Context: an optimization exercise on an open-source flow, tuned for small area, a short achievable clock period and few clock cycles. The choices shown serve that exercise and are no tape-out recipe.
Where RTL was checked, it was by simulation tests only, not by an equivalence proof against the original.
Power figures rest on the tool's default switching activity, not on a simulated workload.

Setup of lane 5:
==> flow/design.v <==
module pae_a_encoder (
    input  wire       clk,
    input  wire       rst,
    input  wire       start,
    input  wire [3:0] cfg_width,
    input  wire       cfg_swap,
    input  wire [1:0] cfg_mode,
    output wire       busy,
    output wire       done,
    input  wire       in_valid,
    input  wire [7:0] in_data,
    output wire       in_ready,
    output wire       out_valid,
    output wire [7:0] out_data,
    input  wire       out_ready
);
    reg        act;             
    reg        dn;              
    reg [3:0]  wm1;             
    reg [1:0]  md;
    reg        plane;
    reg        first;           
    reg        fin;             
    reg [2:0]  ca;              
    reg [3:0]  cb, cc;
    reg        last;            
    reg [7:0]  ib, ib2;
    reg        ibv, ib2v;
    reg        irdy;            
    reg        rle;             
    reg [12:0] m;               
    reg [3:0]  kt;              
    reg [1:0]  ph;              
    reg [7:0]  chk;
    reg [3:0]  cln;
    reg        cv;
    reg        ctl;             
    reg        xr;              
    reg [14:0] acc;
    reg [3:0]  lvl;
    assign busy      = act;
    assign done      = dn;
    assign out_valid = lvl[3];
    assign out_data  = acc[14:7];
    assign in_ready  = irdy;
    wire [1:0] p0 = ib[7:6], p1 = ib[5:4], p2 = ib[3:2], p3 = ib[1:0];
    wire z0 = (p0 == 2'd0), z1 = (p1 == 2'd0), z2 = (p2 == 2'd0), z3 = (p3 == 2'd0);
    wire allz = z0 & z1 & z2 & z3;
    wire [2:0] lz = !z0 ? 3'd0 : !z1 ? 3'd1 : !z2 ? 3'd2 : !z3 ? 3'd3 : 3'd4;
    wire [10:0] mh = m[12:2];
    reg  [10:0] mhi;
    integer j;
    always @(*) begin
        mhi[0] = !mh[0];
        for (j = 1; j < 11; j = j + 1)
            mhi[j] = mh[j] ^ (&(mh | ~((11'd1 << j) - 11'd1)));
    end
    wire        c  = lz[2] || (lz[1:0] == 2'd3 && m[1:0] != 2'd0) ||
                     (lz[1:0] == 2'd2 && m[1]) || (lz[1:0] == 2'd1 && m[1:0] == 2'd3);
    wire [1:0]  lo = m[1:0] + lz[1:0];
    wire [12:0] mp = {c ? mhi : mh, lo};
    wire        xo = c && ((mh[10:1] & ~mh[9:0]) == 10'd0);
    wire [3:0] ktn = kt + {3'd0, xo};
    wire       big = (ktn > 4'd6);                            
    wire       bg  = (kt > 4'd6);
    wire [2:0] qs  = (bg ? 3'd5 : 3'd7) - kt[2:0];            
    wire [6:0] qv  = bg ? m[12:6] : m[6:0];
    wire [6:0] qa  = qv << qs;                                 
    wire [7:0] rc  = xr ? {2'b10, qa[6:1]} : {1'b0, qa};
    wire [3:0] rcl = 4'd8 - {1'b0, qs} + {3'd0, xr};
    reg [7:0] h0; reg [3:0] l0;
    reg [7:0] h1; reg [3:0] l1;
    reg [7:0] t1; reg [3:0] tl;
    always @(*) begin
        h0 = 8'd0; l0 = 4'd0;
        if (z0) begin
            if (!rle) l0 = 4'd2;
        end else begin
            h0 = {p0, 6'd0}; l0 = 4'd2;
        end
        if (z1) begin
            if (!z0) l0 = l0 + 4'd2;
        end else if (z0 && !rle) begin
            h0 = {4'b0000, p1, 2'b00}; l0 = 4'd6;              
        end else begin
            h0 = h0 | ({p1, 6'd0} >> l0); l0 = l0 + 4'd2;
        end
    end
    always @(*) begin
        h1 = 8'd0; l1 = 4'd0;
        if (z2) begin
            if (!z1) l1 = 4'd2;
        end else if (z1 && !(rle && z0)) begin
            h1 = {1'b0, z0, p2, 4'd0}; l1 = 4'd4;             
        end else begin
            h1 = {p2, 6'd0}; l1 = 4'd2;
        end
        if (z3) begin
            if (!z2) l1 = l1 + 4'd2;
        end else if (z2 && !(rle && z0 && z1)) begin
            if (z1 && z0) begin                                
                h1 = {4'b1000, p3, 2'b00}; l1 = 4'd6;          
            end else begin
                h1 = h1 | ({1'b0, z1, p3, 4'd0} >> l1); l1 = l1 + 4'd4;
            end
        end else begin
            h1 = h1 | ({p3, 6'd0} >> l1); l1 = l1 + 4'd2;
        end
        t1 = 8'd0; tl = 4'd0;
        if (z3 && !(rle && allz)) begin
            if (!z2) begin                                     
                if (last) tl = 4'd2;
            end else if (!z1) begin                            
                if (last) begin t1 = 8'b01_000000; tl = 4'd2; end
            end else if (!z0) begin                            
                if (last) begin t1 = 8'b1000_0000; tl = 4'd4; end
                else      begin t1 = 8'b1_0000000; tl = 4'd1; end
            end else begin                                     
                if (last) begin t1 = 8'b1001_0000; tl = 4'd4; end
                else      begin t1 = 8'b1_0000000; tl = 4'd1; end
            end
        end
        h1 = h1 | (t1 >> l1);
        l1 = l1 + tl;
    end
    wire [7:0] hb = h0 | (h1 >> l0);
    wire [3:0] lb = l0 + l1;
    reg lng;
    always @(*) begin
        case ({rle, last, z0, z1, z2, z3})
        6'b00_0010, 6'b00_0100, 6'b00_0101, 6'b00_1000, 6'b00_1001, 6'b00_1010,
        6'b01_0001, 6'b01_0010, 6'b01_0100, 6'b01_0101, 6'b01_1000, 6'b01_1001,
        6'b01_1010, 6'b01_1011, 6'b01_1101,
        6'b10_0010, 6'b10_0100, 6'b10_0101,
        6'b11_0001, 6'b11_0010, 6'b11_0100, 6'b11_0101:
            lng = 1'b1;
        default:
            lng = 1'b0;
        endcase
    end
    wire tail_st  = !first && ph == 2'd0 && rle && (!allz || last);
    wire zero_st  = !first && ph == 2'd0 && rle && allz && !last;
    wire short_st = !first && (ph[1] || (ph == 2'd0 && !rle));
    wire consume  = zero_st || (short_st && (ph == 2'd3 || !lng));
    reg  [7:0] ch;
    reg  [3:0] cl;
    always @(*) begin
        ch = 8'd0; cl = 4'd0;
        if (first) begin
            if (!plane)          begin ch = {!z0, 7'd0};              cl = 4'd1; end
            else if (md == 2'd0) begin ch = {1'b0, !z0, 6'd0};        cl = 4'd2; end
            else                 begin ch = {1'b1, md[1], !z0, 5'd0}; cl = 4'd3; end
        end else if (ph == 2'd1) begin
            ch = {m[5:0], 2'b00}; cl = 4'd6;
        end else if (tail_st) begin
            ch = 8'd0; cl = 4'd0;
        end else if (zero_st) begin
            ch = {xo, 7'd0}; cl = {3'd0, xo};
        end else if (ph == 2'd3) begin
            ch = h1; cl = l1;
        end else if (lng) begin
            ch = h0; cl = l0;
        end else begin
            ch = hb; cl = lb;
        end
    end
    wire        pop   = lvl[3] && out_ready;
    wire        ins   = cv && (!lvl[3] || out_ready);
    wire [14:0] acc_s = pop ? {acc[6:0], 8'd0} : acc;
    wire [3:0]  lvl_s = pop ? {1'b0, lvl[2:0]} : lvl;
    wire [7:0]  ech   = ctl ? rc : chk;
    wire [3:0]  ecl   = ctl ? rcl : cln;
    wire [14:0] acc_n = ins ? (acc_s | ({ech, 7'd0} >> lvl[2:0])) : acc_s;
    wire [3:0]  lvl_a = ins ? (lvl_s + ecl) : lvl_s;
    wire        fl    = fin && (!cv || ins);                  
    wire [3:0]  lvl_n = (fl && lvl_a != 4'd0 && !lvl_a[3]) ? 4'd8 : lvl_a;
    wire go   = act && !fin && ibv && (!cv || ins);
    wire take = go && consume;
    wire ib2v_nx = act && !take && ((in_valid && irdy && ibv) || ib2v);
    wire act_nx  = act ? !(fl && lvl_n == 4'd0) : start;
    always @(posedge clk) begin
        if (rst) irdy <= 1'b0;
        else     irdy <= act_nx && !ib2v_nx;
    end
    always @(posedge clk) begin
        if (rst) begin
            act  <= 1'b0;
            dn   <= 1'b0;
            lvl  <= 4'd0;
            ibv  <= 1'b0;
            ib2v <= 1'b0;
            cv   <= 1'b0;
        end else begin
            dn <= 1'b0;
            if (act) begin
                if (take) begin
                    if (ib2v) begin
                        ib   <= ib2;
                        ib2v <= 1'b0;
                    end else if (in_valid && in_ready) begin
                        ib   <= in_data;
                    end else begin
                        ibv  <= 1'b0;
                    end
                end else if (in_valid && in_ready) begin
                    if (ibv) begin
                        ib2  <= in_data;
                        ib2v <= 1'b1;
                    end else begin
                        ib   <= in_data;
                        ibv  <= 1'b1;
                    end
                end
                acc <= acc_n;
                lvl <= lvl_n;
                if (go) begin
                    chk <= ch;
                    cln <= cl;
                    ctl <= tail_st;
                    xr  <= xo;
                    cv  <= 1'b1;
                end else if (ins) begin
                    cv  <= 1'b0;
                end
                if (go) begin
                    if (first) begin
                        first <= 1'b0;
                        rle   <= z0;
                        m     <= 13'd1;
                        kt    <= 4'd1;
                    end else if (take) begin
                        ph <= 2'd0;
                        if (zero_st) begin
                            m  <= mp;
                            kt <= ktn;
                        end else begin
                            kt  <= (z3 && z2 && z1) ? 4'd2 : 4'd1;
                            rle <= z3;
                            m   <= (!z3) ? 13'd1 : (!z2) ? 13'd2 : (!z1) ? 13'd3 :
                                   (!z0) ? 13'd4 : 13'd5;
                        end
                        ca <= ca - 3'd1;
                        last <= (ca == 3'd1) && (cb == 4'd0) && (cc == 4'd0);
                        if (ca == 3'd0) begin
                            cb <= cb - 4'd1;
                            if (cb == 4'd0) begin
                                cb <= wm1;
                                cc <= cc - 4'd1;
                                if (cc == 4'd0) cc <= wm1;
                            end
                        end
                        if (last) begin
                            if (!plane) begin
                                plane <= 1'b1;
                                first <= 1'b1;
                            end else begin
                                fin <= 1'b1;
                            end
                        end
                    end else if (tail_st) begin
                        m  <= mp;
                        kt <= ktn;
                        ph <= big ? 2'd1 : 2'd2;
                    end else if (ph == 2'd1) begin
                        ph <= 2'd2;
                    end else begin
                        ph <= 2'd3;
                    end
                end
                if (fl && lvl_n == 4'd0) begin
                    act <= 1'b0;
                    dn  <= 1'b1;
                end
            end
            if (start && !act) begin
                act   <= 1'b1;
                wm1   <= cfg_width - 4'd1;
                md    <= cfg_mode;
                ca    <= 3'd7;
                cb    <= cfg_width - 4'd1;
                cc    <= cfg_width - 4'd1;
                last  <= 1'b0;
                plane <= 1'b0;
                first <= 1'b1;
                fin   <= 1'b0;
                ph    <= 2'd0;
                acc   <= {cfg_width, cfg_width, cfg_swap, 6'd0};
                lvl   <= 4'd9;
            end
        end
    end
endmodule
clock: 7.0 ns
lec_check: 0
abc_area: 1
cap_margin: 20
core_margin: 2
core_utilization: 40
cts_buf_list: sky130_fd_sc_hd__clkbuf_8
place_density: 0.5
setup_slack_margin: 4.1
slew_margin: 20
run.sh (not shown) runs the stock make flow with config.mk's settings and CLKGATE_MAP_FILE= SYNTH_SCRIPT=/design/flow/synth_recipe.tcl, a recipe that flattens the netlist after the stock synthesis.
Testbench counts of lane 5, summed over its fixed seeds: cycles 57,578.
[inputs] lane 1 vs lane 5
--- a/flow/design.v
+++ b/flow/design.v
@@ -43,12 +43,13 @@
     assign out_valid = lvl[3];
     assign out_data  = acc[14:7];
     assign in_ready  = irdy;
     wire [1:0] p0 = ib[7:6], p1 = ib[5:4], p2 = ib[3:2], p3 = ib[1:0];
     wire z0 = (p0 == 2'd0), z1 = (p1 == 2'd0), z2 = (p2 == 2'd0), z3 = (p3 == 2'd0);
     wire allz = z0 & z1 & z2 & z3;
+    wire fz0  = ibv ? z0 : (in_data[7:6] == 2'd0);
     wire [2:0] lz = !z0 ? 3'd0 : !z1 ? 3'd1 : !z2 ? 3'd2 : !z3 ? 3'd3 : 3'd4;
     wire [10:0] mh = m[12:2];
     reg  [10:0] mhi;
     integer j;
     always @(*) begin
         mhi[0] = !mh[0];
@@ -144,15 +145,15 @@
     wire consume  = zero_st || (short_st && (ph == 2'd3 || !lng));
     reg  [7:0] ch;
     reg  [3:0] cl;
     always @(*) begin
         ch = 8'd0; cl = 4'd0;
         if (first) begin
-            if (!plane)          begin ch = {!z0, 7'd0};              cl = 4'd1; end
-            else if (md == 2'd0) begin ch = {1'b0, !z0, 6'd0};        cl = 4'd2; end
-            else                 begin ch = {1'b1, md[1], !z0, 5'd0}; cl = 4'd3; end
+            if (!plane)          begin ch = {!fz0, 7'd0};              cl = 4'd1; end
+            else if (md == 2'd0) begin ch = {1'b0, !fz0, 6'd0};        cl = 4'd2; end
+            else                 begin ch = {1'b1, md[1], !fz0, 5'd0}; cl = 4'd3; end
         end else if (ph == 2'd1) begin
             ch = {m[5:0], 2'b00}; cl = 4'd6;
         end else if (tail_st) begin
             ch = 8'd0; cl = 4'd0;
         end else if (zero_st) begin
             ch = {xo, 7'd0}; cl = {3'd0, xo};
@@ -171,13 +172,13 @@
     wire [7:0]  ech   = ctl ? rc : chk;
     wire [3:0]  ecl   = ctl ? rcl : cln;
     wire [14:0] acc_n = ins ? (acc_s | ({ech, 7'd0} >> lvl[2:0])) : acc_s;
     wire [3:0]  lvl_a = ins ? (lvl_s + ecl) : lvl_s;
     wire        fl    = fin && (!cv || ins);                  
     wire [3:0]  lvl_n = (fl && lvl_a != 4'd0 && !lvl_a[3]) ? 4'd8 : lvl_a;
-    wire go   = act && !fin && ibv && (!cv || ins);
+    wire go   = act && !fin && (ibv || (first && in_valid && irdy)) && (!cv || ins);
     wire take = go && consume;
     wire ib2v_nx = act && !take && ((in_valid && irdy && ibv) || ib2v);
     wire act_nx  = act ? !(fl && lvl_n == 4'd0) : start;
     always @(posedge clk) begin
         if (rst) irdy <= 1'b0;
         else     irdy <= act_nx && !ib2v_nx;
@@ -222,13 +223,13 @@
                 end else if (ins) begin
                     cv  <= 1'b0;
                 end
                 if (go) begin
                     if (first) begin
                         first <= 1'b0;
-                        rle   <= z0;
+                        rle   <= fz0;
                         m     <= 13'd1;
                         kt    <= 4'd1;
                     end else if (take) begin
                         ph <= 2'd0;
                         if (zero_st) begin
                             m  <= mp;
[summary]
Summary of lane 1 over lane 5: clock skew now smaller; utilization +1.1 points; die area did not really move; fraction of final layout cells sized beyond drive strength 1 grew by 1.9 points.
Lane 1 improves on lane 5 in sum of routed wire length over all layers.
Compared with lane 5, lane 1 shows portion of total power attributed to the clock network higher by 0.6 points.
Compared lane 1 against lane 5; fraction of synthesized cell area in xor and xnor cells within noise.
In the reports for lane 1 and lane 5, the smaller simple-gate portion of the synthesized area belongs to lane 1.
Lane 1 vs lane 5: final design area excluding fillers up by a few percent
Taking lane 5 as the reference point, the share of power burned in combinational logic of lane 1 rises by 0.4 points.
For lane 1, only the layout was checked, not whether the RTL still works.

-- re-timing with driven ports --
How much do the figures lean on ideal ports? The routed layouts below were timed once more, with nothing changed but the port constraints. Step 1 (the two cells are an assumption about what drives the block):
set clk [get_ports {clk}]
set_driving_cell -lib_cell sky130_fd_sc_hd__clkbuf_16 $clk
set_driving_cell -lib_cell sky130_fd_sc_hd__buf_2 [delete_from_list [all_inputs] $clk]
Step 2 moves the port delays by t, midway between the first and last clock arrival at a register: inputs arrive t later, outputs are due t later. That takes back most of the time a late clock gives input paths. Three values: ideal ports, drivers, drivers and shift; two values: the first two.
run | t (ns) | setup slack, ns | worst hold slack (ns) | worst setup path after step 2
lane 5 | 0.422 | 4.178 / 4.174 / 3.776 | 0.478 / 0.478 / 0.478 | input to register
lane 1 | 0.421 | 4.081 / 4.081 / 3.765 | 0.503 / 0.503 / 0.503 | input to register
After both steps setup and hold are still met in every run listed. The setup slack of lane 5, which loses most, moves by -0.004 ns with the drivers and by -0.402 ns with both steps.
